This design comes from an exercise in tuning for small area on the open sky130 flow, not from production work. The RTL was checked by simulation tests, not by an equivalence proof against the original design. Power figures rest on the tool's default switching activity, not on a simulated workload.

== quartz ==
==> flow/design.v (excerpt) <==
module cwe_engine (
    input  wire        clk,
    input  wire        rst,             
    input  wire        req_valid,
    output wire        req_ready,
    input  wire [3:0]  req_op,
    input  wire        req_dir,         
    input  wire [31:0] req_a0,
    input  wire [31:0] req_a1,
    output wire        res_valid,
    output wire [3:0]  res_status,
    output wire [31:0] res_value,
    output wire [31:0] res_x1,
    output wire        res_len8,
    output wire [7:0]  res_terr,
    output wire        t_req_valid,
    output wire [1:0]  t_req_kind,      
    output wire [31:0] t_req_word,      
    output wire [15:0] t_req_len,       
    input  wire        t_ack,
    input  wire        t_err,
    input  wire [7:0]  t_errcode,
    input  wire [31:0] t_rdata,
    output wire        p_resume_req,    
    input  wire        p_done,
    input  wire        p_ok,
    output wire        p_release,       
    input  wire        completion,
    input  wire        cmode,           
    input  wire        tick,
    input  wire [31:0] now,
    output reg  [31:0] last_resp,
    output reg  [31:0] last_ts,
    output reg         last_valid
);
export LEC_CHECK = 0
export CAP_MARGIN = 0
export CORE_MARGIN = 2
export CORE_UTILIZATION = 70
export CTS_BUF_LIST = sky130_fd_sc_hd__clkbuf_16
export CTS_CLUSTER_DIAMETER = 50
export CTS_CLUSTER_SIZE = 34
export SLEW_MARGIN = 0
create_clock -name core_clock -period 10.0 [get_ports {clk}]
standard.sh (not shown) runs the stock make flow with config.mk's settings and CLKGATE_MAP_FILE= SYNTH_SCRIPT=/design/flow/synth_recipe.tcl, a recipe that flattens the netlist after the stock synthesis.
==> flow/flow/run.sh <==
#!/bin/bash
# Layout flow: the standard ORFS flow (standard.sh), with the port
# buffers that global placement inserts on every input and output made of
# the platform's smallest buffer (buf_1) instead of the resizer's default
# choice. Everything else is the standard flow, unchanged.
set -euo pipefail
export BUFFER_PORTS_ARGS="-buffer_cell sky130_fd_sc_hd__buf_1"
bash standard.sh > flow_make.log 2>&1
Every stage of the flow completed for quartz, and the final layout passed the timing, DRC and antenna checks.
The inputs of raven differ from those of quartz as listed below.
Settings: CTS_CLUSTER_SIZE: 34 -> 30; CTS_CLUSTER_DIAMETER: 50 -> 60; CORE_UTILIZATION: 70 -> 62.
Results
- Sequential share of layout area, raven and quartz: lower on quartz
- Between raven and quartz, the area after synthesis figures differ only marginally.
- Highest fanout seen on the critical path came out exactly the same in raven and quartz.
- Per the comparison of raven with quartz, power density normalized to cell area lost 7.6 nW/um2, power in combinational cells lost about 3%, setup slack lost 51 ps.
- Changes observed in raven relative to quartz: buffer count excluding the clock tree in the final layout flat; number of buffers created by CTS down 2; vertical die dimension up 7.5 um.
- Core utilization: raven lower than quartz

* * *

Another version of the RTL of cwe_engine (not shown whole).
Size: roughly 210 flip-flops, about 350 I/O pins.
Settings: LEC_CHECK=0, CAP_MARGIN=20, CORE_MARGIN=2, CORE_UTILIZATION=50, CTS_BUF_LIST=sky130_fd_sc_hd__clkbuf_8, CTS_CLUSTER_SIZE=30, SLEW_MARGIN=20; clock period 10.0 ns.
run.sh (not shown) runs the stock make flow with config.mk's settings and CLKGATE_MAP_FILE= SYNTH_SCRIPT=/design/flow/synth_recipe.tcl, a recipe that flattens the netlist after the stock synthesis.
Stock flow here: none of the scripts above is used.
Edit:
Settings changed: CORE_UTILIZATION 50 to 55, CTS_BUF_LIST sky130_fd_sc_hd__clkbuf_8 to sky130_fd_sc_hd__clkbuf_4, CTS_CLUSTER_SIZE 30 to not set.
Outcome: Worst hold slack gains 0.023 ns. Final cell count climbs by 1.2%. Via count rises by 4.4%. Cell area barely changes. Wire length is lower by 1.5%.
Edit:
==> flow/flow/run.sh (new file) <==
#!/bin/bash
# Layout flow: the standard ORFS flow (standard.sh), with the port
# buffers that global placement inserts on every input and output made of
# the platform's smallest buffer (buf_1) instead of the resizer's default
# choice. Everything else is the standard flow, unchanged.
set -euo pipefail
export BUFFER_PORTS_ARGS="-buffer_cell sky130_fd_sc_hd__buf_1"
bash standard.sh > flow_make.log 2>&1
==> flow/standard.sh (new file) <==
#!/bin/bash
# synth_recipe.tcl (not shown) runs the flow's synth.tcl, then flattens the netlist and writes it again
# the make line also repeats each setting of config.mk as NAME=value (left out here)
make -C /OpenROAD-flow-scripts/flow DESIGN_CONFIG=/design/flow/config.mk WORK_HOME=/design/flow/orfs CLKGATE_MAP_FILE= SYNTH_SCRIPT=/design/flow/synth_recipe.tcl "${@:-finish}"
Settings changed: CORE_UTILIZATION 55 to 50, CTS_BUF_LIST sky130_fd_sc_hd__clkbuf_4 to sky130_fd_sc_hd__clkbuf_8, CTS_CLUSTER_SIZE set to 30.
removed: flow/run.sh
Synthesized cell count does not change.
Critical path depth is unchanged.
Clock-buffer cell count goes down by 45.
Worst setup slack gets better by 0.62 ns.
Worst hold slack gets worse by 0.027 ns.
Edit:
==> flow/run.sh (new file) <==
#!/bin/bash
# synth_recipe.tcl (not shown) runs the flow's synth.tcl, then flattens the netlist and writes it again
# the make line also repeats each setting of config.mk as NAME=value (left out here)
make -C /OpenROAD-flow-scripts/flow DESIGN_CONFIG=/design/flow/config.mk WORK_HOME=/design/flow/orfs CLKGATE_MAP_FILE= SYNTH_SCRIPT=/design/flow/synth_recipe.tcl finish
Settings changed: CORE_UTILIZATION 50 to 40, CTS_BUF_LIST sky130_fd_sc_hd__clkbuf_8 to not set, CTS_CLUSTER_SIZE 30 to not set.
removed: flow/flow/run.sh
removed: flow/standard.sh
=> The new run completed with no timing, DRC or antenna violations; total power went up by roughly a tenth; sequential cell count stays the same; clock power went up by a quarter to a third; global-route usage went down by 5.1 points; register-to-register slack barely changes; setup slack degrades by 0.48 ns; fmax went down by a little under a tenth; cell count went up by a few percent; clock skew stays flat; routed wire length went up by a few percent.

==> what the ideal ports hide <==
Ports are ideal in the flow. The routed layouts listed here were re-timed in OpenROAD. Step 1: set_driving_cell puts a clkbuf_16 on clk and a buf_2 on each other input, an assumption about the parent block. Step 2 moves the port delays by t, midway between the first and last clock arrival at a register: inputs arrive t later, outputs are due t later. That takes back most of the time a late clock gives input paths. a / b / c = ideal ports / drivers / drivers and shift; a / b = the first two.
| run | shift t [ns] | slack for setup (ns) | worst setup path at the end | clock arrival spread, ns | cell pins on the clock port's net |
|---|---|---|---|---|---|
| quartz | 0.528 | 5.213 / 5.166 / 5.486 | input to register | 0.017 / 0.017 | 1 |
| raven | 0.520 | 5.161 / 5.118 / 5.637 | register to output | 0.017 / 0.017 | 1 |
| the first run of note 2 | 0.583 | 4.543 / 4.500 / 5.057 | input to register | 0.040 / 0.040 | 1 |
| the second run of note 2 | 0.718 | 4.416 / 4.368 / 5.086 | register to output | 0.048 / 0.047 | 1 |
| the third run of note 2 | 0.556 | 5.034 / 4.988 / 5.451 | input to register | 0.023 / 0.022 | 1 |
| the fourth run of note 2 | 0.564 | 4.551 / 4.503 / 5.006 | input to register | 0.021 / 0.021 | 1 |
After both steps every run listed still meets setup and hold.
